This design comes from an exercise in tuning for small area and few clock cycles on the open sky130 flow, not from production work. Where RTL was checked, it was by simulation tests only, not by an equivalence proof against the original. Function not checked in run 2: the RTL went through the layout flow alone. The clock port is modelled as an ideal driver; clocking choices that lean on that would not hold on a real chip. Power and IR drop assume default switching activity.

$ cat flow/design.v
module spi_flash_seq (
    input  wire        clk,
    input  wire        rst,
    input  wire        req_valid,
    output wire        req_ready,
    input  wire [2:0]  req_op,
    input  wire [23:0] req_addr,
    input  wire [15:0] req_len,
    input  wire [15:0] req_rd_len,
    input  wire [7:0]  req_dummy,
    input  wire [15:0] req_page_size,
    output wire [15:0] pl_addr,
    input  wire [7:0]  pl_data,
    output wire        out_valid,
    output wire [7:0]  out_data,
    output wire        resp_valid,
    output wire [3:0]  resp_code,
    output wire        tx_valid,
    output wire [7:0]  tx_data,
    output wire        tx_last,
    input  wire        tx_ready,
    input  wire        wr_done,
    input  wire        wr_err,
    input  wire [31:0] wr_count,
    output wire        rx_req,
    output wire [15:0] rx_max,
    input  wire        rx_valid,
    input  wire [7:0]  rx_data,
    input  wire        rx_last,
    input  wire        rx_err
);
    localparam [3:0] S_IDLE = 4'd0, S_DISP = 4'd1, S_SCAN = 4'd2, S_ADV = 4'd3,
                     S_RESP = 4'd4, S_HDR = 4'd5, S_PRE = 4'd6, S_PL = 4'd7,
                     S_PAD = 4'd8, S_ACK = 4'd9, S_RXREQ = 4'd10, S_RX = 4'd11;
    localparam [1:0] K_SETREG = 2'd0, K_RDDATA = 2'd1, K_RDREG = 2'd2;
    localparam [1:0] T_MAIN = 2'd0, T_WREN = 2'd1, T_POLL = 2'd2, T_WRDI = 2'd3;
    reg [3:0]  st;
    reg [1:0]  pk;
    reg [1:0]  tk;
    reg [2:0]  op;
    reg [23:0] A;       
    reg [15:0] L;       
    reg [15:0] PS;      
    reg [15:0] S;       
    reg [15:0] P;       
    reg [5:0]  C;       
    reg [3:0]  code;
    reg        ovf, eq, sbad, wip;
    wire main    = (tk == T_MAIN);
    wire scope   = op[2] & ~(op[1] & op[0]);           
    wire is_rst  = main & (op == 3'd0);
    wire is_id   = main & (op == 3'd1);
    wire is_uid  = main & (op == 3'd2);
    wire is_rdc  = main & (op == 3'd3);
    wire is_tr   = main & (op == 3'd7);
    wire is_body = main & scope;
    wire is_poll = (tk == T_POLL);
    wire [16:0] ldiff = {1'b0, L} - {1'b0, PS};
    wire        last  = ldiff[16] | (ldiff[15:0] == 16'd0);    
    wire [15:0] M     = last ? L : PS;                          
    wire [15:0] PL    = (main & op[2]) ? M : 16'd0;             
    wire        pre4  = is_rdc | is_body;
    wire        pre0  = is_rst | is_tr;
    wire [1:0]  xlo   = PL[1:0] + {1'b0, ~pre0 & ~pre4};
    wire [1:0]  pad   = 2'd0 - xlo;
    wire [14:0] q4    = {1'b0, PL[15:2]} + {14'd0, |PL[1:0]};
    wire [14:0] nq    = q4 + (pre0 ? 15'd10 : 15'd11);          
    wire [16:0] N     = {nq, 2'b00};
    wire [7:0]  dm    = is_tr ? A[7:0] : is_uid ? 8'd4 : is_rdc ? 8'd1 : 8'd0;
    wire        tr_rd = (A[23:8] != 16'd0);
    wire        has_rd = is_id | is_uid | is_rdc | is_poll | (is_tr & tr_rd);
    wire [8:0]  R9    = is_tr ? A[16:8] : is_id ? 9'd3 : is_uid ? 9'd16 :
                        is_rdc ? M[8:0] : 9'd1;
    wire [9:0]  n     = {R9 == 9'd0, R9};
    wire [8:0]  rdc   = has_rd ? (R9 - 9'd1) : 9'd0;
    wire        x0    = pre0 & (PL == 16'd0);
    wire        dle   = (dm[7:2] == 6'd0) & (dm[1:0] <= pad);
    wire [3:0]  mode  = is_rst ? 4'h7 : ~has_rd ? 4'h1 : x0 ? 4'h2 : dle ? 4'h3 : 4'h5;
    wire        m5    = ~is_rst & has_rd & ~x0 & ~dle;
    wire        m3    = ~is_rst & has_rd & ~x0 & dle;
    wire [1:0]  add2  = m3 ? dm[1:0] : m5 ? pad : 2'd0;
    wire [8:0]  wrc   = (is_rst | (has_rd & x0)) ? 9'd0 :
                        (PL[8:0] + (pre4 ? 9'd3 : pre0 ? 9'h1FF : 9'd0) + {7'd0, add2});
    wire [1:0]  dmy   = m5 ? (dm[1:0] - 2'd1 - pad) : 2'd0;
    wire [7:0] opc = is_id  ? 8'h9F : is_uid ? 8'h4B : is_rdc ? 8'h0B :
                     is_body ? ((op == 3'd4) ? 8'hD8 : 8'h02) :
                     (tk == T_WREN) ? 8'h06 : is_poll ? 8'h05 : 8'h04;
    wire setreg = (pk == K_SETREG);
    reg [7:0] hdr;
    always @(*) begin
        case (C)
            6'd0:  hdr = {6'd0, pk[0], pk[1]};
            6'd2:  hdr = 8'h02;
            6'd4:  hdr = setreg ? N[7:0] : 8'h00;
            6'd5:  hdr = setreg ? N[15:8] : 8'h00;
            6'd6:  hdr = {7'd0, setreg & N[16]};
            6'd8:  hdr = {5'd0, is_rst, is_rst, is_rst};
            6'd12: hdr = 8'h80;
            6'd13: hdr = 8'h07;
            6'd14: hdr = 8'h02;
            6'd16: hdr = rdc[7:0];
            6'd17: hdr = {wrc[3:0], 1'b0, dmy, rdc[8]};
            6'd18: hdr = {3'd0, wrc[8:4]};
            6'd19: hdr = {4'd0, mode};
            6'd33: hdr = 8'h40;
            6'd34: hdr = 8'h40;
            default: hdr = 8'h00;
        endcase
    end
    reg [7:0] preb;
    always @(*) begin
        if (!pre4)
            preb = (C[1:0] == 2'd0) ? opc : 8'hFF;
        else case (C[1:0])
            2'd0: preb = opc;
            2'd1: preb = A[23:16];
            2'd2: preb = A[15:8];
            default: preb = A[7:0];
        endcase
    end
    wire [15:0] Pinc    = P + 16'd1;
    wire        pl_end  = (Pinc == PL);
    wire        pl_none = (PL == 16'd0);
    wire        hdr_end = setreg ? (C == 6'd47) : (C == 6'd7);
    wire        hdr_last = hdr_end & (~setreg | x0);
    wire        c3      = (C[1:0] == 2'd3);
    assign tx_valid = (st == S_HDR) | (st == S_PRE) | (st == S_PL) | (st == S_PAD);
    assign tx_data  = (st == S_HDR) ? hdr : (st == S_PRE) ? preb :
                      (st == S_PL) ? pl_data : 8'hFF;
    assign tx_last  = ((st == S_HDR) & hdr_last) | ((st == S_PRE) & c3 & pl_none) |
                      ((st == S_PL) & c3 & pl_end) | ((st == S_PAD) & c3);
    wire        cin   = (st == S_ADV);
    wire [15:0] Ssum  = S + P + {15'd0, cin};
    assign pl_addr = Ssum;
    wire [24:0] asum  = {1'b0, A} + {9'd0, (st == S_DISP) ? L : PS};
    wire        range_bad = asum[24] & (asum[23:0] != 24'd0);
    wire [9:0]  expct  = (pk == K_RDDATA) ? n : 10'd40;
    wire        wr_ok  = setreg ? (wr_count == {15'd0, N} + 32'd8) : (wr_count == 32'd8);
    wire        pay    = C[3];
    wire [3:0]  lencode = (pk == K_RDDATA) ? 4'd5 : 4'd6;
    reg  [3:0]  rxcode;
    always @(*) begin
        if (!C[3] && C[2:0] != 3'd7)
            rxcode = 4'd1;
        else if (!C[3])
            rxcode = (ovf | (rx_data != 8'd0) | (P != 16'hFFFF)) ? 4'd2 : lencode;
        else if (ovf | (P != 16'hFFFE))
            rxcode = 4'd2;
        else if (!eq)
            rxcode = lencode;
        else if ((pk == K_RDREG) & sbad)
            rxcode = 4'd4;
        else
            rxcode = 4'd0;
    end
    wire [7:0] sent = P[1] ? 8'h00 : 8'h40;
    wire       spos = (P[15:4] == 12'hFFE & P[3:0] == 4'hF) | (P[15:2] == 14'h3FFC & P[1:0] != 2'd3);
    assign rx_req    = (st == S_RXREQ);
    assign rx_max    = (pk == K_RDDATA) ? ({6'd0, n} + 16'd8) : 16'd48;
    wire   emit      = main & ((~op[2] & (op[1] | op[0])) | (op == 3'd7));
    assign out_valid = (st == S_RX) & rx_valid & ~rx_err & pay & (pk == K_RDDATA) & emit;
    assign out_data  = rx_data;
    assign resp_valid = (st == S_RESP);
    assign resp_code  = code;
    assign req_ready  = (st == S_IDLE);
    reg        tend;
    reg [3:0]  tcode;
    reg  [3:0] code_n;
    always @(posedge clk) begin
        if (rst) begin
            st <= S_IDLE;
        end else begin
            tend  = 1'b0;
            tcode = 4'd0;
            case (st)
                S_IDLE: begin
                    if (req_valid) begin
                        op   <= req_op;
                        A    <= (req_op == 3'd7) ? {req_rd_len, req_dummy} : req_addr;
                        L    <= (req_op == 3'd4) ? 16'd0 : req_len;
                        PS   <= (req_op == 3'd3) ? 16'd80 : (req_op == 3'd6) ? req_page_size : 16'hFFFF;
                        S    <= 16'd0;
                        P    <= 16'd0;
                        code <= 4'd0;
                        tk   <= (req_op == 3'd4 || req_op == 3'd5) ? T_WREN : T_MAIN;
                        st   <= S_DISP;
                    end
                end
                S_DISP: begin
                    pk <= K_SETREG;
                    C  <= 6'd0;
                    st <= S_HDR;
                    case (op)
                        3'd3: begin
                            if (range_bad) begin
                                code <= 4'd9;
                                st   <= S_RESP;
                            end else if (L == 16'd0)
                                st <= S_RESP;
                        end
                        3'd6: begin
                            if (PS == 16'd0 || range_bad) begin
                                code <= 4'd9;
                                st   <= S_RESP;
                            end else if (L == 16'd0)
                                st <= S_RESP;
                            else
                                st <= S_SCAN;
                        end
                        3'd7: begin
                            if (L == 16'd0 && !tr_rd)
                                st <= S_RESP;
                        end
                        default: ;
                    endcase
                end
                S_SCAN: begin
                    if (pl_data != 8'hFF) begin
                        tk <= T_WREN;
                        pk <= K_SETREG;
                        C  <= 6'd0;
                        st <= S_HDR;
                    end else if (pl_end) begin
                        st <= S_ADV;
                    end else begin
                        P <= Pinc;
                    end
                end
                S_ADV: begin
                    if (last) begin
                        st <= S_RESP;
                    end else begin
                        A  <= asum[23:0];
                        L  <= ldiff[15:0];
                        S  <= Ssum;
                        P  <= 16'd0;
                        tk <= T_MAIN;
                        pk <= K_SETREG;
                        C  <= 6'd0;
                        st <= (op == 3'd6) ? S_SCAN : S_HDR;
                    end
                end
                S_RESP: st <= S_IDLE;
                S_HDR: begin
                    if (setreg) P <= 16'd0;
                    if (tx_ready) begin
                        C <= C + 6'd1;
                        if (hdr_last)
                            st <= S_ACK;
                        else if (hdr_end)
                            st <= pre0 ? S_PL : S_PRE;
                    end
                end
                S_PRE: begin
                    if (tx_ready) begin
                        C <= C + 6'd1;
                        if (c3)
                            st <= pl_none ? S_ACK : S_PL;
                    end
                end
                S_PL: begin
                    if (tx_ready) begin
                        C <= C + 6'd1;
                        P <= Pinc;
                        if (pl_end)
                            st <= c3 ? S_ACK : S_PAD;
                    end
                end
                S_PAD: begin
                    if (tx_ready) begin
                        C <= C + 6'd1;
                        if (c3)
                            st <= S_ACK;
                    end
                end
                S_ACK: begin
                    if (setreg) begin
                        S <= Ssum;
                        P <= 16'd0;
                    end
                    if (wr_done) begin
                        C <= 6'd0;
                        if (wr_err) begin
                            tend  = 1'b1;
                            tcode = 4'd7;
                        end else if (!wr_ok) begin
                            tend  = 1'b1;
                            tcode = 4'd3;
                        end else if (setreg) begin
                            if (is_rst)
                                tend = 1'b1;
                            else begin
                                pk <= has_rd ? K_RDDATA : K_RDREG;
                                st <= S_HDR;
                            end
                        end else
                            st <= S_RXREQ;
                    end
                end
                S_RXREQ: begin
                    C    <= 6'd0;
                    sbad <= 1'b0;
                    st   <= S_RX;
                end
                S_RX: begin
                    if (rx_valid) begin
                        if (rx_err) begin
                            tend  = 1'b1;
                            tcode = 4'd7;
                        end else begin
                            if (!pay)
                                C <= C + 6'd1;
                            case (C[2:0])
                                3'd4: if (!pay) P[7:0] <= ~rx_data;
                                3'd5: if (!pay) begin
                                    P[15:8] <= ~rx_data;
                                    eq <= ({rx_data, ~P[7:0]} == {6'd0, expct});
                                end
                                3'd6: if (!pay) ovf <= (rx_data != 8'd0);
                                3'd7: if (!pay) ovf <= ovf | (rx_data != 8'd0);
                                default: ;
                            endcase
                            if (pay) begin
                                P <= Pinc;
                                if (pk == K_RDDATA) wip <= rx_data[0];
                                if (spos && rx_data != sent)
                                    sbad <= 1'b1;
                            end
                            if (rx_last) begin
                                if (rxcode != 4'd0 || pk == K_RDREG) begin
                                    tend  = 1'b1;
                                    tcode = rxcode;
                                end else begin
                                    pk <= K_RDREG;
                                    C  <= 6'd0;
                                    st <= S_HDR;
                                end
                            end
                        end
                    end
                end
                default: st <= S_IDLE;
            endcase
            code_n = (code == 4'd0) ? tcode : code;
            if (tend) begin
                code <= code_n;
                pk   <= K_SETREG;
                C    <= 6'd0;
                st   <= S_HDR;
                case (tk)
                    T_WREN: begin
                        if (tcode != 4'd0) st <= S_RESP;
                        else tk <= T_MAIN;
                    end
                    T_POLL: begin
                        if (tcode != 4'd0)
                            st <= (code_n != 4'd0 || op != 3'd6) ? S_RESP : S_ADV;
                        else if (!wip)
                            tk <= T_WRDI;
                    end
                    T_WRDI: begin
                        st <= (code_n != 4'd0 || op != 3'd6) ? S_RESP : S_ADV;
                    end
                    default: begin
                        if (scope)
                            tk <= T_POLL;
                        else if (op == 3'd3 && tcode == 4'd0)
                            st <= S_ADV;
                        else
                            st <= S_RESP;
                    end
                endcase
            end
        end
    end
endmodule
$ cat flow/flow/run.sh
#!/bin/bash
# Layout flow: the standard flow (standard.sh) with three changes.
#  1. Between synthesis and floorplan, the combinational gates of the
#     standard synthesis netlist are re-mapped by ABC with area-oriented
#     scripts (each flip-flop instance, its name and cell type are kept;
#     the smallest correct result is used).
#  2. Ports are buffered with sky130_fd_sc_hd__buf_1 instead of the default.
#  3. Clock tree synthesis without dummy loads, with clkbuf_8 buffers.
set -euo pipefail
R=orfs/results/sky130hd/spi_flash_seq/base
LOGS=orfs/logs/sky130hd/spi_flash_seq/base

export BUFFER_PORTS_ARGS="-buffer_cell sky130_fd_sc_hd__buf_1"
export CTS_ARGS="-sink_clustering_enable -repair_clock_nets -dont_use_dummy_load -buf_list sky130_fd_sc_hd__clkbuf_8 -sink_clustering_size 30 -sink_clustering_max_diameter 100"

# 1. standard synthesis
bash standard.sh synth > log_1_standard_synth.txt 2>&1

# 2. area re-mapping of the combinational logic
cp $R/1_2_yosys.v $R/1_2_yosys_standard.v
export REMAP_LIB=$FLOW_HOME/platforms/sky130hd/lib/sky130_fd_sc_hd__tt_025C_1v80.lib
export REMAP_IN=$R/1_2_yosys_standard.v
export REMAP_DONT_USE="$(grep -o -- '-dont_use [A-Za-z0-9_]*' $LOGS/1_2_yosys.log | awk '{print $2}' | sort -u | tr '\n' ' ')"
YOSYS=$(command -v yosys || echo $FLOW_HOME/../tools/install/yosys/bin/yosys)
best=""; best_area=""
for s in flow/abc_*.abc; do
  n=$(basename $s .abc)
  REMAP_SCRIPT=$PWD/$s REMAP_OUT=$PWD/remap_$n.v REMAP_STAT_IN=$PWD/remap_${n}_stat_in.txt \
    REMAP_STAT_OUT=$PWD/remap_${n}_stat_out.txt $YOSYS -c flow/remap.tcl > log_2_remap_$n.txt 2>&1 &
done
wait
for s in flow/abc_*.abc; do
  n=$(basename $s .abc)
  a=$(grep -m1 "Chip area for module '.spi_flash_seq'" remap_${n}_stat_out.txt 2>/dev/null | awk '{print $NF}') || true
  [[ -n "$a" && -s remap_$n.v ]] || continue
  if [[ -z "$best" ]] || awk -v a=$a -v b=$best_area 'BEGIN{exit !(a<b)}'; then best=$n; best_area=$a; fi
done
echo "remap: using $best ($best_area um2)" > log_2_remap_choice.txt
if [[ -n "$best" ]]; then cp remap_$best.v $R/1_2_yosys.v; fi
rm -f $R/1_synth.odb $R/1_synth.sdc

# 3. the rest of the standard flow on the re-mapped netlist
bash standard.sh finish > log_3_standard_finish.txt 2>&1
$ cat flow/flow/abc_a0.abc
strash
&get -n
&fraig -x
&put
scorr
dc2
dc2
dc2
strash
&get -n
&deepsyn -T 20 -S 0
&put
strash
dch -f
amap
topo
$ cat flow/flow/abc_a1.abc
strash
&get -n
&fraig -x
&put
scorr
dc2
dc2
dc2
strash
&get -n
&deepsyn -T 20 -S 0
&put
strash
dch -f
amap -m -F 4 -A 10
topo
$ cat flow/flow/abc_a2.abc
strash
&get -n
&fraig -x
&put
scorr
dc2
dc2
dc2
strash
&get -n
&deepsyn -T 20 -S 3
&put
strash
dch -f
amap
topo
$ cat flow/flow/abc_a3.abc
strash
&get -n
&fraig -x
&put
scorr
dc2
dc2
dc2
strash
&get -n
&deepsyn -T 20 -S 7
&put
strash
dch -f
amap -m -F 4 -A 10
topo
$ cat flow/flow/remap.tcl
# Re-map the combinational logic of the standard synthesis netlist for area.
# Flip-flops and tie cells are kept as they are (same instances, names and
# cell types); only the gates between them are re-optimised with ABC.
yosys -import
set lib $::env(REMAP_LIB)
set in  $::env(REMAP_IN)
set out $::env(REMAP_OUT)
set script $::env(REMAP_SCRIPT)
read_liberty -ignore_miss_func $lib
read_verilog $in
hierarchy -top spi_flash_seq
foreach m [list sky130_fd_sc_hd__edfxtp_1 sky130_fd_sc_hd__dfxtp_1 sky130_fd_sc_hd__dfrtp_1 sky130_fd_sc_hd__conb_1] {
  catch { setattr -mod -set keep_hierarchy 1 $m }
}
tee -o $::env(REMAP_STAT_IN) stat -liberty $lib
flatten
yosys rename -hide {w:*.*}
opt_clean
set du {}
foreach c $::env(REMAP_DONT_USE) { lappend du -dont_use $c }
select spi_flash_seq
abc -liberty $lib {*}$du -script $script
opt_clean -purge
hilomap -singleton -hicell sky130_fd_sc_hd__conb_1 HI -locell sky130_fd_sc_hd__conb_1 LO
insbuf -buf sky130_fd_sc_hd__buf_1 A X
splitnets
opt_clean -purge
yosys rename -enumerate -pattern remap_%_ {w:$*} {c:$*}
select -clear
tee -o $::env(REMAP_STAT_OUT) stat -liberty $lib
select spi_flash_seq
write_verilog -noattr -nohex -nodec -selected $out
$ cat flow/standard.sh
#!/bin/bash
# synth_recipe.tcl (not shown) runs the flow's synth.tcl, then flattens the netlist and writes it again
# the make line also repeats each setting of config.mk as NAME=value (left out here)
make -C /OpenROAD-flow-scripts/flow DESIGN_CONFIG=/design/flow/config.mk WORK_HOME=/design/flow/orfs CLKGATE_MAP_FILE= SYNTH_SCRIPT=/design/flow/synth_recipe.tcl "${@:-finish}"
$ cat flow/config.mk
export PLATFORM = sky130hd
export DESIGN_NAME = spi_flash_seq
export DESIGN_NICKNAME = spi_flash_seq
export VERILOG_FILES = /design/flow/design.v
export SDC_FILE = /design/flow/constraint.sdc
export NUM_CORES = 4
export LEC_CHECK = 0
export CAP_MARGIN = 20
export CORE_MARGIN = 2
export CORE_UTILIZATION = 40
export SLEW_MARGIN = 20
$ cat flow/constraint.sdc
create_clock -name core_clock -period 10.0 [get_ports {clk}]
set_input_delay 2.0000 -clock core_clock [delete_from_list [all_inputs] [get_ports {clk}]]
set_output_delay 2.0000 -clock core_clock [all_outputs]
set_load 0.01 [all_outputs]
==> results of run 1 <==
[state kept, by name, indices dropped and copies added, names as in the netlist]
signal and count:
A 24, L 16, PS 16, P 16, S 16, C 6
code 4, st 4, op 3, pk 2, tk 2, eq 1
ovf 1, sbad 1, wip 1
[critical path: cells and delay by family, from the launching register on]
family,cells,cell delay [ps]
buffers and inverters,6,820
and+or+nand+nor,21,2650
DFF,1,440
AOI/OAI and AO/OA,22,3180
[worst min-delay path by stage]
stage / from / end / slack, ps / depth (start not counted)
floorplan: st[0] / st[0] / 540 / 2
global placement: ovf / ovf / 580 / 2
detailed placement: code[3] / code[3] / 590 / 2
CTS: code[3] / code[3] / 620 / 2
global route: st[0] / st[0] / 650 / 2
finish: code[3] / code[3] / 610 / 2
[area by class of cell]
cell class / count / area, um^2
Fill cell: 2557 / 12400
Multi-Input combinational cell: 1068 / 5980
Sequential cell: 113 / 3350
Timing Repair Buffer: 247 / 1170
Inverter: 212 / 800
Tap cell: 324 / 405
Clock buffer: 17 / 234
[repair_timing]
| item | 4_1_cts | 5_1_grt |
|---|---|---|
| endpoints found under the setup margin | 6 | 34 |
| gates resized for setup | 9 | 83 |
| pin swaps | 1 | 24 |
| hold buffers | 0 | 0 |
| cloned | 0 | 1 |
| setup buffers | 3 | 19 |
[layer usage]
metal	part of all wire [%]	track usage, %	up-vias	wire length, um
met1	41	41.5	5602	17000
met4	4.6	14.9	0	1920
met3	9.3	4.90	102	3860
met2	45	50.0	762	18900
met5	0	0	-	0
li1	-	-	5728	-
[power breakdown]
part	leakage [nW]	switching [mW]	internal, mW
clock network	0.122	0.183	0.149
registers	1.05	0.117	0.645
logic	2.58	0.934	0.455
[through the flow]
stage          hold slack, ps  setup slack (ps)  power [mW]  TNS [ps]
3_5_place_dp              593              52.9        2.05         0
4_1_cts                   619              3.20        2.39         0
3_3_place_gp              576               312        2.05         0
5_1_grt                   652              -162        2.63      -699
2_1_floorplan             541               310        1.57         0
6_report                  609               445        2.48         0
==> metrics.md, run 1 <==
| Metric | Value |
|---|---|
| Tot GR Track Use | `31.3%` |
| N_diodes | `0` |
| CTS tree | `done` |
| Chip Width | `161 um` |
| CTS buffer count | `17` |
| Worst Reg-to-Reg Cells | `62` |
| Grt ovf | `0` |
| Status | `timing/DRC/antenna clean` |
| # setup viols final | `0` |
| Clock Skew | `29.7 ps` |
| CP max FO | `14` |
| Crit. Startpoint | `L[1]` |
| IO Count | `198` |
| Crit Path Category | `reg2out` |
| Worst Path Required | `8000 ps` |
| Starting Density | `40.7%` |
| Number of global-route vias before repair | `11100` |
| Pwr/cell area | `208 nW/um^2` |
| Final Max Tran Viols | `0` |
| Final Hold Viols | `0` |
| DR iter-0 viols | `1310` |
| CORE AREA | `24300 um^2` |
| Max cap viols | `0` |
| Critical Path AT | `7550 ps` |
| H-tree depth | `4` |
| Flop2flop setup slack | `760 ps` |
| Layout area overhead | `20.6%` |
| Clock transition at path regs | `70 ps` |
| Share of cells above drive strength 1 | `8.45%` |
| RR Endpoint | `tk[0]` |
| Post-Layout Inst Area | `11900 um^2` |
| Delay of the slowest cell on the worst path | `440 ps` |
| Sink Count | `113` |
| Die height | `161 um` |
| Placement Rows | `57` |
| Dpl cell area | `11300 um^2` |
| Mapped Cells | `1402` |
| Period utilization | `95.5%` |
| Slew at the pin closest to its max-slew limit | `1110 ps` |
| Layout Nets | `1799` |
| Slew headroom | `25.6%` |
| Slowest cell on crit path | `edfxtp_1` |
| Commonest non-fill, non-tap cell in the layout | `nor2_1` |
| Port buffer count | `191` |
| Clk latency of the worst-skew pair | `460 ps` |
| Vias per cell | `6.16` |
| Clk root buf | `clkbuf_8` |
| Routed Antenna Nets | `0` |
| Routed WL | `41800 um` |
| Non-filler cells, final | `1981` |
| Critical path endpoint | `tx_data[4]` |
| 1st-pass router iterations | `6` |
| Clock Tree Buf Depth | `2` |
| GPL Wtd Cong | `1.01` |
| Die area | `26000 um^2` |
| Critical Path Sink Type | `primary output` |
| Startpoint types | `register` |
| Leakage | `3.74 nW` |
| Hpwl dp | `32900 um` |
| Per-cell routed wire length | `21.1 um` |
| Commonest non-fill, non-tap cells in the layout | `nor2_1 (266), clkinv_1 (202), buf_1 (189)` |
| First-pass GRT wire length | `62500 um` |
| Initial antenna violation count | `0` |
| Peak Freq | `105 MHz` |
| Post-route DRC | `0` |
| Minimum clock period | `9550 ps` |
| Vias | `12200` |
| # placed instances | `1941` |
| Worst Hold Class | `reg2reg` |
| Synth Cell Area | `9910 um^2` |
| Pin count of the biggest net entering global routing | `41` |
| VDD IR max | `0.0000792 V` |
| Reg-to-reg startpoint | `L[1]` |
| Yosys warns | `1` |
| Synthesized area per cell | `7.07 um^2` |
| Final Util | `49.1%` |
Testbench counts, summed over its fixed seeds: cycles 1,076,992.
==> run 2, diff against run 1 <==
--- a/flow/design.v
+++ b/flow/design.v
@@ -47,3 +47,3 @@
     reg [3:0]  code;
-    reg        ovf, eq, sbad, wip;
+    reg        eq, sbad;
     wire main    = (tk == T_MAIN);
@@ -91,3 +91,3 @@
         case (C)
-            6'd0:  hdr = {6'd0, pk[0], pk[1]};
+            6'd0:  hdr = {6'd0, ~pk[1] & pk[0], pk[1]};
             6'd2:  hdr = 8'h02;
@@ -136,2 +136,3 @@
     wire        range_bad = asum[24] & (asum[23:0] != 24'd0);
+    wire        rdreg  = pk[1];
     wire [9:0]  expct  = (pk == K_RDDATA) ? n : 10'd40;
@@ -145,4 +146,4 @@
         else if (!C[3])
-            rxcode = (ovf | (rx_data != 8'd0) | (P != 16'hFFFF)) ? 4'd2 : lencode;
-        else if (ovf | (P != 16'hFFFE))
+            rxcode = ((rx_data != 8'd0) | (P != 16'hFFFF)) ? 4'd2 : lencode;
+        else if (P != 16'hFFFE)
             rxcode = 4'd2;
@@ -150,3 +151,3 @@
             rxcode = lencode;
-        else if ((pk == K_RDREG) & sbad)
+        else if (rdreg & sbad)
             rxcode = 4'd4;
@@ -318,4 +319,3 @@
                                 end
-                                3'd6: if (!pay) ovf <= (rx_data != 8'd0);
-                                3'd7: if (!pay) ovf <= ovf | (rx_data != 8'd0);
+                                3'd6, 3'd7: if (!pay && rx_data != 8'd0) P <= 16'd0;
                                 default: ;
@@ -324,3 +324,2 @@
                                 P <= Pinc;
-                                if (pk == K_RDDATA) wip <= rx_data[0];
                                 if (spos && rx_data != sent)
@@ -329,3 +328,3 @@
                             if (rx_last) begin
-                                if (rxcode != 4'd0 || pk == K_RDREG) begin
+                                if (rxcode != 4'd0 || rdreg) begin
                                     tend  = 1'b1;
@@ -333,3 +332,3 @@
                                 end else begin
-                                    pk <= K_RDREG;
+                                    pk <= {1'b1, rx_data[0]};
                                     C  <= 6'd0;
@@ -357,3 +356,3 @@
                             st <= (code_n != 4'd0 || op != 3'd6) ? S_RESP : S_ADV;
-                        else if (!wip)
+                        else if (!pk[0])
                             tk <= T_WRDI;
==> flow/flow/abc_amap.abc (new file) <==
strash
&get -n
&fraig -x
&put
scorr
dc2
dc2
dc2
strash
&get -n
&deepsyn -T 30
&put
strash
dch -f
amap
topo
==> flow/flow/abc_deep.abc (new file) <==
strash
&get -n
&fraig -x
&put
scorr
dc2
dc2
dc2
strash
&get -n
&deepsyn -T 20
&put
strash
&get -n
&dch -f
&nf -a -R 1000
&put
strash
&get -n
&dch -f
&nf -a -R 1000
&put
==> flow/flow/abc_deep2.abc (new file) <==
strash
&get -n
&fraig -x
&put
scorr
dc2
dc2
dc2
strash
&get -n
&deepsyn -T 30
&put
strash
&get -n
&dch -f
&nf -a -R 1000
&put
strash
&get -n
&dch -f
&nf -a -R 1000
&put
strash
&get -n
&dch -f
&nf -a -R 1000
&put
==> flow/flow/abc_nf.abc (new file) <==
strash
&get -n
&fraig -x
&put
scorr
dc2
strash
&get -n
&dch -f
&nf -a -R 1000
&put
strash
&get -n
&dch -f
&nf -a -R 1000
&put
strash
&get -n
&dch -f
&nf -a -R 1000
&put
removed: flow/flow/abc_a0.abc
removed: flow/flow/abc_a1.abc
removed: flow/flow/abc_a2.abc
removed: flow/flow/abc_a3.abc
==> run 2 against run 1 <==
Against the previous run: power fell by 16%; utilization fell by 0.78 points; clock skew rose by 6.3 ps; first-iteration DRC count fell by 10%; hold slack improved by 30 ps; critical path depth rose by 6; still clean on timing, DRC and antenna; count of clock-buffer cells in the layout fell by 8; global-route usage fell by 0.85 points; largest cell class unchanged; worst setup slack improved by 91 ps.
==> metrics.md, run 2 <==
| Metric | Value |
|---|---|
| Worst Hold Class | `reg2reg` |
| Max cap viols | `0` |
| Max FFs per register | `24` |
| Met3 usage | `3.88%` |
| Grt met2 use | `51.2%` |
| Initial antenna violation count | `0` |
| Number of global-route vias before repair | `10900` |
| Slew at the pin closest to its max-slew limit | `1110 ps` |
| GPL Wtd Cong | `0.981` |
| Top delay family on crit path | `compound AO/OA/AOI/OAI gates` |
| Hold-fix buffers at CTS | `0` |
| Clk latency of the worst-skew pair | `400 ps` |
| Routed Antenna Nets | `0` |
| # setup viols final | `0` |
| Slew headroom | `25.6%` |
| Mapped Cells | `1432` |
| Vias | `12000` |
| Most common cell on crit path | `nand2_1` |
| HP Start | `st[0]` |
| Commonest non-fill, non-tap cells in the layout | `nor2_1 (268), clkinv_1 (212), buf_1 (191)` |
| RR Endpoint | `st[1]` |
| CTS buffer count | `9` |
| H-tree depth | `3` |
| Clock Skew | `36.1 ps` |
| Worst Path Required | `8000 ps` |
| Die height | `161 um` |
| Top Usage Layer GRT | `met2` |
| Tot GR Track Use | `30.4%` |
| VDD IR max | `0.0000741 V` |
| Pre-CTS setup slack | `-89.5 ps` |
| Delay of the slowest cell on the worst path | `440 ps` |
| IO Count | `198` |
| Clk root buf | `clkbuf_8` |
| Hold depth | `2` |
| Met1 usage | `39.9%` |
| Status | `timing/DRC/antenna clean` |
| Largest Register | `A` |
| Worst Reg-to-Reg Cells | `68` |
| Setup WS post-layout | `537 ps` |
| Clock Tree Buf Depth | `2` |
| Peak Freq | `106 MHz` |
| Synthesized area per cell | `6.91 um^2` |
| Share of cells above drive strength 1 | `7.41%` |
| Slowest cell on crit path | `edfxtp_1` |
| Critical Path Sink Type | `primary output` |
| Minimum clock period | `9460 ps` |
| Reg-to-reg startpoint | `L[1]` |
| Final Hold Viols | `0` |
| Post-route DRC | `0` |
| Chip Width | `161 um` |
| CORE AREA | `24300 um^2` |
| Startpoint types | `register` |
| Leakage | `3.72 nW` |
| Crit Path Category | `reg2out` |
| Pwr/cell area | `177 nW/um^2` |
| Routed WL | `40700 um` |
| Grt ovf | `0` |
| Flop2flop setup slack | `770 ps` |
| Commonest non-fill, non-tap cell in the layout | `nor2_1` |
| Dpl cell area | `11200 um^2` |
| Min-Delay Endpoint | `st[0]` |
| Layout Nets | `1815` |
| Layout area overhead | `18.8%` |
| FILL cells | `2597` |
| Port buffer count | `191` |
| First-pass GRT wire length | `61100 um` |
| CP max FO | `7` |
| Period utilization | `94.6%` |
| DR iter-0 viols | `1178` |
| Pin count of the biggest net entering global routing | `42` |
| CTS tree | `done` |
| N_diodes | `0` |
| Starting Density | `40.7%` |
| Placement Rows | `57` |
| Critical Path AT | `7460 ps` |
| Die area | `26000 um^2` |
| Post-Layout Inst Area | `11800 um^2` |
| Final Util | `48.3%` |
| Hpwl dp | `32500 um` |
| Synth Cell Area | `9890 um^2` |
| Yosys warns | `1` |
| Vias per cell | `6.01` |
| 1st-pass router iterations | `7` |
| Hold_ws | `639 ps` |
| Final Max Tran Viols | `0` |
| Sink Count | `111` |
| Clock transition at path regs | `90 ps` |
| WP buf/inv | `5` |
| Per-cell routed wire length | `20.4 um` |
-- run 2: final cells by class --
cell class	instances	area (um^2)	share of cell area [%]
Multi-Input combinational cell	1089	5970	50.8
Sequential cell	111	3290	28.0
Timing Repair Buffer	241	1110	9.47
Inverter	223	846	7.19
Tap cell	324	405	3.45
Clock buffer	9	124	1.05
-- run 2: worst max-delay path by stage --
stage / end / start / cells past startpoint / slack [ps]
5_1_grt: tx_data[0] / PS[1] / 58 / -100
6_report: tx_data[3] / L[1] / 55 / 540
3_3_place_gp: tx_data[0] / PS[1] / 57 / 220
4_1_cts: tx_data[3] / PS[1] / 56 / 3
3_5_place_dp: st[2] / PS[1] / 69 / -90
2_1_floorplan: st[2] / PS[1] / 66 / 40
-- run 2: per-layer routing --
metal | vias up | wire (um)
li1 | 5744 | -
met1 | 5562 | 17100
met2 | 592 | 19100
met3 | 96 | 2950
met4 | 0 | 1520
met5 | - | 0
-- run 2: where the power goes --
group / leakage, nW / internal (mW) / switching (mW) / total (mW)
sequential: 1.02 / 0.609 / 0.0961 / 0.705
combinational: 2.63 / 0.362 / 0.782 / 1.14
clock: 0.0647 / 0.0817 / 0.152 / 0.234
total: 3.72 / 1.05 / 1.03 / 2.08
-- run 2: per-stage QoR --
| stage | cells | power, mW | TNS [ps] |
|---|---|---|---|
| after detailed placement | 1965 | 1.76 | -251 |
| after floorplan | 1437 | 1.37 | 0 |
| after global placement | 1964 | 1.76 | 0 |
| after global routing | 1997 | 2.21 | -247 |
| final | 1997 | 2.08 | 0 |
| after CTS | 1980 | 2.01 | 0 |
-- run 2: tightest hold or removal path: stages, from the launching register on --
cell      delay [ps]
dfxtp_1          360
clkinv_1         130
o21ai_0          100
-- run 2: what timing repair did --
item | 4_1_cts | 5_1_grt
setup endpoints to repair | 19 | 34
pin swaps | 3 | 21
gates cloned | 1 | 0
resized for setup | 22 | 69
setup buffers | 5 | 17
==> run 3, diff against run 2 <==
--- a/flow/design.v
+++ b/flow/design.v
@@ -48,2 +48,3 @@
     reg        eq, sbad;
+    reg        last;    
     wire main    = (tk == T_MAIN);
@@ -58,3 +59,3 @@
     wire [16:0] ldiff = {1'b0, L} - {1'b0, PS};
-    wire        last  = ldiff[16] | (ldiff[15:0] == 16'd0);    
+    wire        last_n = ldiff[16] | (ldiff[15:0] == 16'd0);
     wire [15:0] M     = last ? L : PS;                          
@@ -169,2 +170,4 @@
     reg  [3:0] code_n;
+    always @(posedge clk)
+        last <= last_n;
     always @(posedge clk) begin
@@ -238,5 +241,3 @@
                         tk <= T_MAIN;
-                        pk <= K_SETREG;
-                        C  <= 6'd0;
-                        st <= (op == 3'd6) ? S_SCAN : S_HDR;
+                        st <= S_DISP;
                     end
--- a/flow/flow/run.sh
+++ b/flow/flow/run.sh
@@ -5,5 +5,8 @@
 #     scripts (each flip-flop instance, its name and cell type are kept;
-#     the smallest correct result is used).
+#     the smallest result is used).
 #  2. Ports are buffered with sky130_fd_sc_hd__buf_1 instead of the default.
-#  3. Clock tree synthesis without dummy loads, with clkbuf_8 buffers.
+#  3. Clock tree synthesis without dummy loads, with clkbuf_8 buffers; if
+#     the flip-flop clock-pin slew after CTS comes out over 115 ps, CTS is
+#     run again with clkbuf_16 buffers.
+# Each tool's output goes to a log_*.txt file in this folder.
 set -euo pipefail
@@ -11,5 +14,8 @@
 LOGS=orfs/logs/sky130hd/spi_flash_seq/base
+YOSYS=$(command -v yosys || echo $FLOW_HOME/../tools/install/yosys/bin/yosys)
+OPENROAD=$(command -v openroad || echo $FLOW_HOME/../tools/install/OpenROAD/bin/openroad)
 
 export BUFFER_PORTS_ARGS="-buffer_cell sky130_fd_sc_hd__buf_1"
-export CTS_ARGS="-sink_clustering_enable -repair_clock_nets -dont_use_dummy_load -buf_list sky130_fd_sc_hd__clkbuf_8 -sink_clustering_size 30 -sink_clustering_max_diameter 100"
+CTS_BASE="-sink_clustering_enable -repair_clock_nets -dont_use_dummy_load"
+export CTS_ARGS="$CTS_BASE -buf_list sky130_fd_sc_hd__clkbuf_8"
 
@@ -23,3 +29,2 @@
 export REMAP_DONT_USE="$(grep -o -- '-dont_use [A-Za-z0-9_]*' $LOGS/1_2_yosys.log | awk '{print $2}' | sort -u | tr '\n' ' ')"
-YOSYS=$(command -v yosys || echo $FLOW_HOME/../tools/install/yosys/bin/yosys)
 best=""; best_area=""
@@ -41,3 +46,14 @@
 
-# 3. the rest of the standard flow on the re-mapped netlist
-bash standard.sh finish > log_3_standard_finish.txt 2>&1
+# 3. floorplan, placement and CTS
+bash standard.sh cts > log_3_standard_cts.txt 2>&1
+slew=$(CLKCHECK_ODB=$R/4_cts.odb CLKCHECK_SDC=$R/4_cts.sdc $OPENROAD -no_init -exit flow/clkcheck.tcl 2>&1 | tee log_3_clkcheck.txt | awk '/^CLKSLEW/ {print $2}')
+echo "clock slew after CTS with clkbuf_8: $slew" > log_3_clkcheck_choice.txt
+if [[ -z "$slew" ]] || awk -v s=$slew 'BEGIN{exit !(s>0.115)}'; then
+  echo "redo CTS with clkbuf_16" >> log_3_clkcheck_choice.txt
+  bash standard.sh clean_cts > log_3_clean_cts.txt 2>&1
+  export CTS_ARGS="$CTS_BASE -buf_list sky130_fd_sc_hd__clkbuf_16"
+  bash standard.sh cts > log_3_standard_cts2.txt 2>&1
+fi
+
+# 4. the rest of the standard flow
+bash standard.sh finish > log_4_standard_finish.txt 2>&1
==> flow/flow/clkcheck.tcl (new file) <==
# Largest clock-pin slew of the flip-flops after CTS (placement parasitics).
set pf $::env(FLOW_HOME)/platforms/sky130hd
read_liberty $pf/lib/sky130_fd_sc_hd__tt_025C_1v80.lib
read_db $::env(CLKCHECK_ODB)
read_sdc $::env(CLKCHECK_SDC)
source $pf/setRC.tcl
set_propagated_clock [all_clocks]
estimate_parasitics -placement
set ms 0
foreach p [get_pins -of_objects [all_registers] -filter "name==CLK"] {
  set s [get_property $p slew_max]
  if {$s > $ms} { set ms $s }
}
puts "CLKSLEW $ms"
==> run 3 against run 2 <==
Against the previous run: via count is 1.7% lower; wire length is 1.2% higher; hold slack worse by 130 ps; clock skew is 8.8 ps lower; global-route usage is 0.41 points higher; critical path depth is 21 lower; fmax is 2.7% higher; combinational power is about 30% higher; area after synthesis is 0.95% higher; synthesized cell count is 1.0% higher; largest power group unchanged.
==> metrics.md, run 3 <==
| Metric | Value |
|---|---|
| Status | `timing/DRC/antenna clean` |
| Int Pwr | `1.28 mW` |
| Leakage | `3.55 nW` |
| N_diodes | `0` |
| Period utilization | `92.2%` |
| CTS tree | `done` |
| Commonest non-fill, non-tap cell in the layout | `nor2_1` |
| Clock Tree Buf Depth | `2` |
| Delay of the slowest cell on the worst path | `500 ps` |
| Sink Count | `112` |
| Routed WL | `41200 um` |
| Share of power burned in the clock network | `12.3%` |
| VDD IR max | `0.0000891 V` |
| RR Endpoint | `code[2]` |
| IO Count | `198` |
| CP max FO | `8` |
| FILL cells | `2664` |
| Flop2flop setup slack | `1160 ps` |
| Commonest non-fill, non-tap cells in the layout | `nor2_1 (272), clkinv_1 (220), buf_1 (191)` |
| Port buffer count | `191` |
| Slowest cell on crit path | `or4b_1` |
| Vias | `11800` |
| Yosys warns | `1` |
| Worst Reg-to-Reg Cells | `48` |
| Final Max Tran Viols | `0` |
| Synthesized area per cell | `6.90 um^2` |
| H-tree depth | `3` |
| Startpoint types | `register` |
| Vias per cell | `5.95` |
| Pin count of the biggest net entering global routing | `41` |
| Peak Freq | `108 MHz` |
| Die height | `162 um` |
| Sw frac | `51.8%` |
| Critical Path Sink Type | `primary output` |
| Dpl cell area | `11200 um^2` |
| Setup WS post-layout | `781 ps` |
| Max cap viols | `0` |
| Clk latency of the worst-skew pair | `370 ps` |
| RSZ-0062 raised after global routing | `no` |
| Number of setup buffers added after CTS | `0` |
| Clock transition at path regs | `70 ps` |
| Non-filler cells, final | `1980` |
| Layout area overhead | `14.8%` |
| Post-route DRC | `0` |
| Chip Width | `162 um` |
| Sequential share of power | `31.9%` |
| Clk root buf | `clkbuf_16` |
| Critical Path AT | `7220 ps` |
| Crit. Startpoint | `tk[0]` |
| Final Hold Viols | `0` |
| Share of cells above drive strength 1 | `1.93%` |
| Hold-fix buffers at CTS | `0` |
| Hpwl dp | `34100 um` |
| Critical path endpoint | `tx_data[0]` |
| Crit Path Category | `reg2out` |
| Worst Hold Class | `reg2reg` |
| # placed instances | `1971` |
| Hold depth | `1` |
| Most common cell on crit path | `nor2_1` |
| Per-cell routed wire length | `20.8 um` |
| Max FFs per register | `24` |
| Clock Skew | `27.3 ps` |
| Die area | `26300 um^2` |
| Largest Register | `A` |
| Starting Density | `41.0%` |
| Total negative slack | `0 ps` |
| Layout Nets | `1798` |
| Grt ovf | `0` |
| Worst Path Required | `8000 ps` |
| CTS buffer count | `9` |
| Pwr/cell area | `232 nW/um^2` |
| Initial antenna violation count | `0` |
| 1st-pass router iterations | `6` |
| Number of global-route vias before repair | `10500` |
| Slew at the pin closest to its max-slew limit | `1090 ps` |
| # setup viols final | `0` |
| Tot GR Track Use | `30.8%` |
| Post-Layout Inst Area | `11500 um^2` |
| Psw | `1.38 mW` |
| DR iter-0 viols | `1235` |
| GPL Wtd Cong | `0.992` |
| Pre-CTS setup slack | `1100 ps` |
| CORE AREA | `24400 um^2` |
| Minimum clock period | `9220 ps` |
| Mapped Cells | `1447` |
| Combinational Power Share | `55.8%` |
| Routed Antenna Nets | `0` |
| Synth Cell Area | `9990 um^2` |
| Slew headroom | `25.7%` |
| First-pass GRT wire length | `61900 um` |
| Reg-to-reg startpoint | `st[0]` |
| Placement Rows | `57` |
==> run 3: metrics by stage <==
stage	utilization [%]	power, mW	hold WS, ps
4_1_cts	47.0	2.64	506
3_3_place_gp	46.0	2.31	480
5_1_grt	47.0	2.85	521
3_5_place_dp	46.0	2.31	491
2_1_floorplan	-	1.78	449
6_report	47.0	2.66	511
==> run 3: layout make-up <==
cell class	instances	area, um^2	area share, %
Sequential cell	112	3310	28.9
Tap cell	324	405	3.54
Clock buffer	9	225	1.96
Multi-Input combinational cell	1105	5840	50.9
Inverter	221	833	7.27
Timing Repair Buffer	209	852	7.43
==> run 3: power by group through the flow <==
| stage | Clock, mW | Sequential (mW) | Combinational [mW] |
|---|---|---|---|
| 6_report | 0.328 | 0.849 | 1.48 |
| 5_1_grt | 0.346 | 0.867 | 1.64 |
| 4_1_cts | 0.334 | 0.846 | 1.46 |
| 3_5_place_dp | 0 | 0.856 | 1.45 |
| 3_3_place_gp | 0 | 0.855 | 1.45 |
| 2_1_floorplan | 0 | 0.795 | 0.989 |
==> run 3: how the worst min path moves through the flow <==
stage                from  endpoint  slack [ps]
finish              L[15]      last         510
global route        L[15]      last         520
CTS                 L[15]      last         510
detailed placement  L[15]      last         490
global placement    L[15]      last         480
floorplan           L[15]      last         450
==> run 3: critical path, delay by kind of cell (launching register included) <==
family          cells  cell delay [ps]
compound gates      5             1070
buf+inv             8             1050
flops               1              460
simple gates       21             4270
==> run 3: metal layers <==
layer	routed length, um	global-route usage, %
met5	0	0
met4	1260	9.81
met3	2450	2.83
met2	19300	51.6
met1	18200	42.2
==> run 3: repair_timing <==
action,4_1_cts,5_1_grt
setup endpoints to repair,0,5
endpoints found under the hold margin,0,0
gates resized for setup,0,2
Testbench counts of run 3, summed over its fixed seeds: cycles 1,078,149.
==> run 4, diff against run 3 <==
--- a/flow/config.mk
+++ b/flow/config.mk
@@ -9,3 +9,3 @@
 export CORE_MARGIN = 2
-export CORE_UTILIZATION = 40
+export CORE_UTILIZATION = 55
 export SLEW_MARGIN = 20
==> run 4 against run 3 <==
Against the previous run: clock power is about 30% lower; still clean; critical path type unchanged; combinational power hardly changed; area after synthesis stayed put; clock skew is 5.7 ps higher; worst setup slack worse by 93 ps; fmax is 1.0% lower.
==> metrics.md, run 4 <==
| Metric | Value |
|---|---|
| H-tree depth | `3` |
| Int Pwr | `1.20 mW` |
| CP max FO | `8` |
| Startpoint types | `register` |
| CTS buffer count | `9` |
| Sink Count | `112` |
| Synth Cell Area | `9990 um^2` |
| Number of global-route vias before repair | `10700` |
| First-pass GRT wire length | `57100 um` |
| Period utilization | `93.1%` |
| Slew headroom | `30.8%` |
| Initial antenna violation count | `1` |
| CORE AREA | `17900 um^2` |
| Slowest cell on crit path | `nor3_1` |
| DR iter-0 viols | `1310` |
| Vias | `12000` |
| Delay of the slowest cell on the worst path | `510 ps` |
| RSZ-0062 raised after global routing | `no` |
| Leakage | `3.50 nW` |
| # setup viols final | `0` |
| Max FFs per register | `24` |
| Routed Antenna Nets | `0` |
| Die height | `139 um` |
| CTS tree | `done` |
| Chip Width | `139 um` |
| FILL cells | `1710` |
| Worst Path Required | `8000 ps` |
| Starting Density | `55.8%` |
| Placement Rows | `49` |
| Sw frac | `52.7%` |
| Clk latency of the worst-skew pair | `400 ps` |
| Hold-fix buffers at CTS | `0` |
| Clk root buf | `clkbuf_8` |
| Vias per cell | `6.35` |
| Critical Path AT | `7310 ps` |
| Peak Freq | `107 MHz` |
| Synthesized area per cell | `6.90 um^2` |
| Per-cell routed wire length | `19.7 um` |
| Die area | `19300 um^2` |
| Final Max Tran Viols | `0` |
| IO Count | `198` |
| Commonest non-fill, non-tap cell in the layout | `nor2_1` |
| Final Hold Viols | `0` |
| Minimum clock period | `9310 ps` |
| Hpwl dp | `30100 um` |
| Slew at the pin closest to its max-slew limit | `1030 ps` |
| Share of cells above drive strength 1 | `1.87%` |
| GPL Wtd Cong | `1.03` |
| Mapped Cells | `1447` |
| Grt ovf | `0` |
| Psw | `1.34 mW` |
| Layout area overhead | `12.4%` |
| N_diodes | `0` |
| Tot GR Track Use | `37.3%` |
| Status | `timing/DRC/antenna clean` |
| Post-route DRC | `0` |
| Layout Nets | `1796` |
| Largest Register | `A` |
| Clock Skew | `33.0 ps` |
| Critical Path Sink Type | `primary output` |
| Yosys warns | `1` |
| Clock Tree Buf Depth | `2` |
| Pin count of the biggest net entering global routing | `41` |
| Max cap viols | `0` |
| 1st-pass router iterations | `6` |
| Sequential share of power | `33.3%` |
| Port buffer count | `191` |
| Most common cell on crit path | `nor2_1` |
| VDD IR max | `0.000141 V` |
| Clock transition at path regs | `100 ps` |
| Final Power | `2.54 mW` |
| Worst Hold Class | `reg2reg` |
| Combinational Power Share | `57.6%` |
| Commonest non-fill, non-tap cells in the layout | `nor2_1 (270), clkinv_1 (220), buf_1 (191)` |
| Number of setup buffers added after CTS | `0` |
| Crit Path Category | `reg2out` |
| Routed WL | `37100 um` |
| Pwr/cell area | `226 nW/um^2` |
| Total negative slack | `0 ps` |
| Share of power burned in the clock network | `9.0%` |
-- run 4: area by class of cell --
| type | instances | area, um^2 | share of cell area [%] |
|---|---|---|---|
| repair buffers | 207 | 837 | 7.45 |
| flip-flops and latches | 112 | 3310 | 29.5 |
| inverters | 221 | 833 | 7.42 |
| well taps | 229 | 287 | 2.55 |
| multi-input cells | 1105 | 5830 | 52.0 |
| clock buffers | 9 | 124 | 1.10 |
-- run 4: routing by layer --
layer / track usage (%) / share of wire [%] / vias up
li1: - / - / 5724
met1: 49.0 / 39 / 5369
met2: 60.7 / 45 / 751
met3: 5.04 / 10 / 120
met4: 18.8 / 5.3 / 0
met5: 0 / 0 / -
-- run 4: path summary, 6_finish.rpt --
path,start,to,slack (ps),cells after the start
hold reg to reg,L[15],last,600,1
setup reg to reg,st[0],code[0],1010,48
hold / removal,L[15],last,600,1
setup / recovery,tk[1],tx_data[0],690,34
-- run 4: power groups by stage --
stage / Combinational [mW] / Sequential (mW) / Clock [mW]
floorplan: 0.989 / 0.795 / 0
global placement: 1.39 / 0.846 / 0
detailed placement: 1.41 / 0.849 / 0
CTS: 1.42 / 0.840 / 0.230
global route: 1.61 / 0.861 / 0.245
finish: 1.46 / 0.845 / 0.229
-- run 4: worst max-delay path: cells and delay by family (launching register included) --
kind,cells,cell delay (ps)
compound gates,5,1050
buf+inv,8,1100
flops,1,460
simple gates,21,4310
-- run 4: repair_timing --
action / CTS / global route
endpoints found under the hold margin: 0 / 0
endpoints found under the setup margin: 0 / 5
gates resized for setup: 0 / 2
-- run 4: metrics by stage --
step | std cells | setup WS [ps] | hold WS (ps) | utilization [%] | cell area, um^2
after global placement | 1874 | 1440 | 554 | 62.0 | 11100
after detailed placement | 1874 | 1080 | 556 | 62.0 | 11100
after CTS | 1883 | 776 | 572 | 62.7 | 11200
after global routing | 1883 | 70.7 | 637 | 62.7 | 11200
final | 1883 | 688 | 602 | 62.7 | 11200
after floorplan | 1452 | 1490 | 449 | - | 10000
==> run 5, diff against run 4 <==
==> flow/flow/abc_amap2.abc (new file) <==
strash
&get -n
&fraig -x
&put
scorr
dc2
dc2
dc2
strash
&get -n
&deepsyn -T 20 -S 0
&put
strash
dch -f
amap -F 3 -A 8
topo
strash
dch -f
amap -F 3 -A 8
topo
==> flow/flow/abc_amapm2.abc (new file) <==
strash
&get -n
&fraig -x
&put
scorr
dc2
dc2
dc2
strash
&get -n
&deepsyn -T 20 -S 0
&put
strash
dch -f
amap -m -F 3 -A 8
topo
strash
dch -f
amap -m -F 3 -A 8
topo
==> flow/flow/abc_deep40.abc (new file) <==
strash
&get -n
&fraig -x
&put
scorr
dc2
dc2
dc2
strash
&get -n
&deepsyn -T 40 -S 0
&put
strash
dch -f
amap -F 3 -A 8
topo
strash
dch -f
amap -F 3 -A 8
topo
--- a/flow/config.mk
+++ b/flow/config.mk
@@ -9,3 +9,4 @@
 export CORE_MARGIN = 2
-export CORE_UTILIZATION = 55
+export CORE_UTILIZATION = 68
+export PLACE_DENSITY = 0.78
 export SLEW_MARGIN = 20
removed: flow/flow/abc_deep.abc
removed: flow/flow/abc_deep2.abc
removed: flow/flow/abc_nf.abc
==> run 5 against run 4 <==
Against the previous run: area after synthesis decreased by 1.9%; wire length rose by 1.8%; count of clock-buffer cells in the layout unchanged; power is 2.3% higher; cell count fell by 5.8%; fmax shrank 1.2%; worst setup slack got worse by 110 ps; register-to-register slack lost 160 ps; synthesized cell count is 4.0% lower; die area fell by 20%; still clean on timing, DRC and antenna.
==> metrics.md, run 5 <==
| Metric | Value |
|---|---|
| VDD IR max | `0.000180 V` |
| Post-route DRC | `0` |
| Pwr/cell area | `237 nW/um^2` |
| H-tree depth | `3` |
| Worst Reg-to-Reg Cells | `45` |
| Final Max Tran Viols | `0` |
| Starting Density | `70.1%` |
| Die area | `15400 um^2` |
| Number of setup buffers added after CTS | `0` |
| Grt ovf | `0` |
| GPL Wtd Cong | `1.17` |
| Placement Rows | `43` |
| Flop2flop setup slack | `850 ps` |
| Total negative slack | `0 ps` |
| Setup WS post-layout | `576 ps` |
| Hold_ws | `595 ps` |
| Minimum clock period | `9420 ps` |
| First-pass GRT wire length | `56900 um` |
| Clk latency of the worst-skew pair | `400 ps` |
| Crit Path Category | `reg2out` |
| Clock Tree Buf Depth | `2` |
| Vias per cell | `7.15` |
| Startpoint types | `register` |
| 1st-pass router iterations | `11` |
| # placed instances | `1764` |
| Status | `timing/DRC/antenna clean` |
| Commonest non-fill, non-tap cell in the layout | `nor2_1` |
| Synth Cell Area | `9800 um^2` |
| Worst Path Required | `8000 ps` |
| Layout area overhead | `11.8%` |
| Critical Path AT | `7420 ps` |
| Mapped Cells | `1389` |
| # setup viols final | `0` |
| Yosys warns | `1` |
| CORE AREA | `14000 um^2` |
| Final Hold Viols | `0` |
| Period utilization | `94.2%` |
| Sink Count | `112` |
| Routed Antenna Nets | `0` |
| Number of global-route vias before repair | `11400` |
| Clock Skew | `36.9 ps` |
| Peak Freq | `106 MHz` |
| Synthesized area per cell | `7.06 um^2` |
| Hold-fix buffers at CTS | `0` |
| Critical Path Sink Type | `primary output` |
| Largest Register | `A` |
| Reg-to-reg startpoint | `st[0]` |
| Clk root buf | `clkbuf_8` |
| N_diodes | `0` |
| CP max FO | `18` |
| RSZ-0062 raised after global routing | `no` |
| Worst Hold Class | `reg2reg` |
| Clock transition at path regs | `120 ps` |
| CTS buffer count | `9` |
| Vias | `12700` |
| Hpwl dp | `29100 um` |
| Max FFs per register | `24` |
| Pre-CTS setup slack | `1410 ps` |
| Slew headroom | `25.9%` |
| Routed WL | `37700 um` |
| Max cap viols | `0` |
| Initial antenna violation count | `0` |
| Die height | `124 um` |
| Crit. Startpoint | `tk[0]` |
| Pin count of the biggest net entering global routing | `41` |
| Port buffer count | `191` |
| RR Endpoint | `code[1]` |
| DR iter-0 viols | `2687` |
| Non-filler cells, final | `1774` |
| Final Power | `2.60 mW` |
| Leakage | `3.37 nW` |
| Tot GR Track Use | `48.4%` |
| Critical path endpoint | `tx_data[0]` |
| Gates resized, CTS repair | `0` |
| Layout Nets | `1736` |
| Slew at the pin closest to its max-slew limit | `1110 ps` |
| Chip Width | `124 um` |
| CTS tree | `done` |
| Commonest non-fill, non-tap cells in the layout | `nor2_1 (245), buf_1 (191), clkinv_1 (182)` |
| Share of cells above drive strength 1 | `1.57%` |
| IO Count | `198` |
| Per-cell routed wire length | `21.3 um` |
==> run 5: cell type report <==
type,instances,area [um^2]
repair buffers,205,835
well taps,180,225
fillers,1060,3030
clock buffers,9,124
inverters,182,683
flip-flops and latches,112,3310
multi-input cells,1086,5780
==> run 5: worst min-delay path by stage <==
stage,from,to,slack [ps],cells past startpoint
2_1_floorplan,L[15],last,530,1
3_3_place_gp,L[15],last,560,1
3_5_place_dp,L[15],last,570,1
4_1_cts,L[15],last,590,1
5_1_grt,code[3],code[3],610,2
6_report,L[15],last,600,1
==> run 5: layer usage <==
layer	wire, um	global-route usage (%)
met1	12300	57.7
met5	0	0
met3	5600	12.6
met2	16700	77.4
met4	3130	31.2
==> run 5: metrics by stage <==
step                      instance area, um^2  utilization [%]
after detailed placement                10800             77.3
final                                   11000             78.4
after global routing                    11000             78.4
after floorplan                          9820                -
after CTS                               10900             78.2
after global placement                  10800             77.3
==> run 5: critical path: stages, from the launching register on <==
cell	delay, ps
edfxtp_1	460
nor2_1	220
clkinv_1	180
nor2_1	630
clkinv_1	640
nor3_1	740
nor2_1	320
nor3_1	290
nor2_1	110
o21ai_0	430
a21o_1	240
o21ai_0	180
nor3_1	350
nand2_1	140
nor2_1	360
and3_1	240
nand2b_1	110
nor3_1	320
nor2_1	110
nor2_1	280
a41oi_1	250
o211ai_1	230
buf_1	180
==> run 5: where the power goes <==
| part | switching [mW] | leakage, nW | internal, mW | total (mW) |
|---|---|---|---|---|
| Sequential | 0.181 | 1.04 | 0.686 | 0.867 |
| Combinational | 1.05 | 2.26 | 0.443 | 1.50 |
| Clock | 0.151 | 0.0647 | 0.0816 | 0.233 |
| Total | 1.38 | 3.37 | 1.21 | 2.60 |
==> run 6, diff against run 5 <==
--- a/flow/config.mk
+++ b/flow/config.mk
@@ -9,4 +9,3 @@
 export CORE_MARGIN = 2
-export CORE_UTILIZATION = 68
-export PLACE_DENSITY = 0.78
+export CORE_UTILIZATION = 55
 export SLEW_MARGIN = 20
==> run 6 against run 5 <==
Against the previous run: count of clock-buffer cells in the layout is the same; sequential share of layout area shrank 0.45 points; sequential power is essentially flat; die area grew 23%; critical path type unchanged; largest power group unchanged; highest routed layer unchanged.
==> metrics.md, run 6 <==
| Metric | Value |
|---|---|
| Largest Register | `A` |
| Layout Nets | `1735` |
| DR iter-0 viols | `1655` |
| Pwr/cell area | `238 nW/um^2` |
| Die height | `137 um` |
| Hold depth | `1` |
| 1st-pass router iterations | `8` |
| Hpwl dp | `30400 um` |
| FILL cells | `1590` |
| Register area | `3310 um^2` |
| Clk latency of the worst-skew pair | `370 ps` |
| RSZ-0062 raised after global routing | `no` |
| Initial antenna violation count | `0` |
| Final Hold Viols | `0` |
| Grt ovf | `0` |
| Startpoint types | `register` |
| Slew at the pin closest to its max-slew limit | `1230 ps` |
| Met1 usage | `49.7%` |
| CTS buffer count | `9` |
| Worst Reg-to-Reg Cells | `41` |
| Most common cell on crit path | `nor2_1` |
| Reg-to-reg startpoint | `tk[0]` |
| Delay of the slowest cell on the worst path | `590 ps` |
| Grt met2 use | `65.7%` |
| Yosys warns | `1` |
| Min-Delay Endpoint | `last` |
| Peak Freq | `109 MHz` |
| WP buf/inv | `8` |
| Minimum clock period | `9200 ps` |
| Area of the multi-input gates | `5790 um^2` |
| Max cap viols | `0` |
| Commonest non-fill, non-tap cells in the layout | `nor2_1 (245), buf_1 (191), clkinv_1 (182)` |
| Crit Path Category | `reg2out` |
| Commonest non-fill, non-tap cell in the layout | `nor2_1` |
| Final Power | `2.65 mW` |
| Post-route DRC | `0` |
| Routed WL | `37900 um` |
| IO Count | `198` |
| Critical Path AT | `7200 ps` |
| HP Start | `L[15]` |
| Leakage | `3.41 nW` |
| Share of cells above drive strength 1 | `1.69%` |
| Period utilization | `92.0%` |
| Slowest cell on crit path | `nor2_1` |
| Top Usage Layer GRT | `met2` |
| Top delay family on crit path | `simple AND/OR/NAND/NOR gates` |
| Die area | `18900 um^2` |
| Sink Count | `112` |
| # setup viols final | `0` |
| Worst Path Required | `8000 ps` |
| Pin count of the biggest net entering global routing | `41` |
| Worst Hold Class | `reg2reg` |
| Chip Width | `137 um` |
| CTS tree | `done` |
| Starting Density | `56.5%` |
| Port buffer count | `191` |
| GPL Wtd Cong | `1.07` |
| RR Endpoint | `st[0]` |
| Clock Tree Buf Depth | `2` |
| Hold-fix buffers at CTS | `0` |
| Hold_ws | `597 ps` |
| Per-cell routed wire length | `20.9 um` |
| Mapped Cells | `1389` |
| H-tree depth | `3` |
| Slew headroom | `17.4%` |
| Pre-CTS setup slack | `1240 ps` |
| Tot GR Track Use | `39.4%` |
| Max FFs per register | `24` |
| CP max FO | `10` |
| Total negative slack | `0 ps` |
| Clock transition at path regs | `80 ps` |
| Number of global-route vias before repair | `10600` |
| Status | `timing/DRC/antenna clean` |
| Synthesized area per cell | `7.06 um^2` |
| VDD IR max | `0.000153 V` |
| Placement Rows | `48` |
| Setup WS post-layout | `804 ps` |
| Vias | `12100` |
| CORE AREA | `17400 um^2` |
| Flop2flop setup slack | `1350 ps` |
| Synth Cell Area | `9800 um^2` |
| Critical Path Sink Type | `primary output` |
| Clock Skew | `26.7 ps` |
| Clk root buf | `clkbuf_16` |
| First-pass GRT wire length | `56600 um` |
| Routed Antenna Nets | `0` |
| Layout area overhead | `13.5%` |
| Final Max Tran Viols | `0` |
| N_diodes | `0` |
| Met3 usage | `6.14%` |
| Vias per cell | `6.65` |
run 6: worst reg2reg max path, delay by kind of cell (launching register included):
kind	cells	cell delay, ps
AOI/OAI and AO/OA	11	2270
buffers and inverters	9	1720
DFF	1	450
and+or+nand+nor	21	4130
run 6: final cells by class:
cell class / count / share of cell area [%]
timing repair buffer: 204 / 7.43
clock buffer: 9 / 2.02
sequential: 112 / 29.8
inverter: 182 / 6.14
tap: 225 / 2.53
multi-input combinational: 1086 / 52.1
run 6: layer usage:
metal  up-vias  share of wire (%)
li1       5632                  -
met3       131                 11
met1      5441                 38
met5         -                  0
met2       879                 46
met4         0                5.0
run 6: through the flow:
stage	cell area [um^2]	cells	util [%]
final	11100	1818	64.1
after global routing	11100	1818	64.1
after CTS	11100	1817	63.9
after detailed placement	10900	1808	62.7
after global placement	10900	1808	62.6
after floorplan	9820	1394	-
run 6: worst max path at each step:
stage | startpoint | end | slack [ps] | depth (start not counted)
6_report | tk[0] | tx_data[7] | 800 | 31
5_1_grt | tk[0] | tx_data[7] | 250 | 31
4_1_cts | tk[0] | tx_data[0] | 800 | 22
3_5_place_dp | tk[0] | tx_data[0] | 1240 | 22
3_3_place_gp | tk[0] | tx_data[0] | 1640 | 22
2_1_floorplan | st[2] | code[0] | 2570 | 46
run 6: repair_timing:
action	4_1_cts	5_1_grt
resized for setup	0	1
hold endpoints to repair	0	0
endpoints found under the setup margin	0	1
buffers inserted	0	0
run 6: where the power goes:
group / internal [mW] / switching (mW)
Clock: 0.160 / 0.157
Sequential: 0.687 / 0.177
Combinational: 0.444 / 1.03
Total: 1.29 / 1.36

port drivers added, routing unchanged:
The flow's constraints put no driver on any port. The routed layouts listed below were extracted and timed again, unchanged, in two steps.
Step 1 sets driving cells, clkbuf_16 on the clock port and buf_2 on the other inputs (assumed; they add their load-dependent delay and slew).
Step 2 times the ports against the registers' clock, not the clock port: input delays grow and output delays shrink by t, the midpoint of the rising clock arrivals with the driver on.
Slacks: ideal / step 1 / step 2; pairs: ideal / step 1.
| run | t, ns | setup slack, ns | hold slack, ns | worst data-port slew with drivers (ns) | pins driven straight from the clock port |
|---|---|---|---|---|---|
| run 1 | 0.486 | 0.445 / 0.400 / 0.762 | 0.609 / 0.609 / 0.609 | 0.04 | 1 |
| run 2 | 0.433 | 0.537 / 0.489 / 0.767 | 0.639 / 0.639 / 0.639 | 0.03 | 1 |
| run 3 | 0.406 | 0.781 / 0.729 / 1.135 | 0.511 / 0.511 / 0.511 | 0.05 | 1 |
| run 4 | 0.421 | 0.688 / 0.648 / 1.008 | 0.602 / 0.602 / 0.602 | 0.04 | 1 |
| run 5 | 0.423 | 0.576 / 0.538 / 0.849 | 0.595 / 0.595 / 0.595 | 0.05 | 1 |
| run 6 | 0.402 | 0.804 / 0.756 / 1.158 | 0.597 / 0.597 / 0.597 | 0.04 | 1 |
After both steps setup and hold are still met in every run listed.
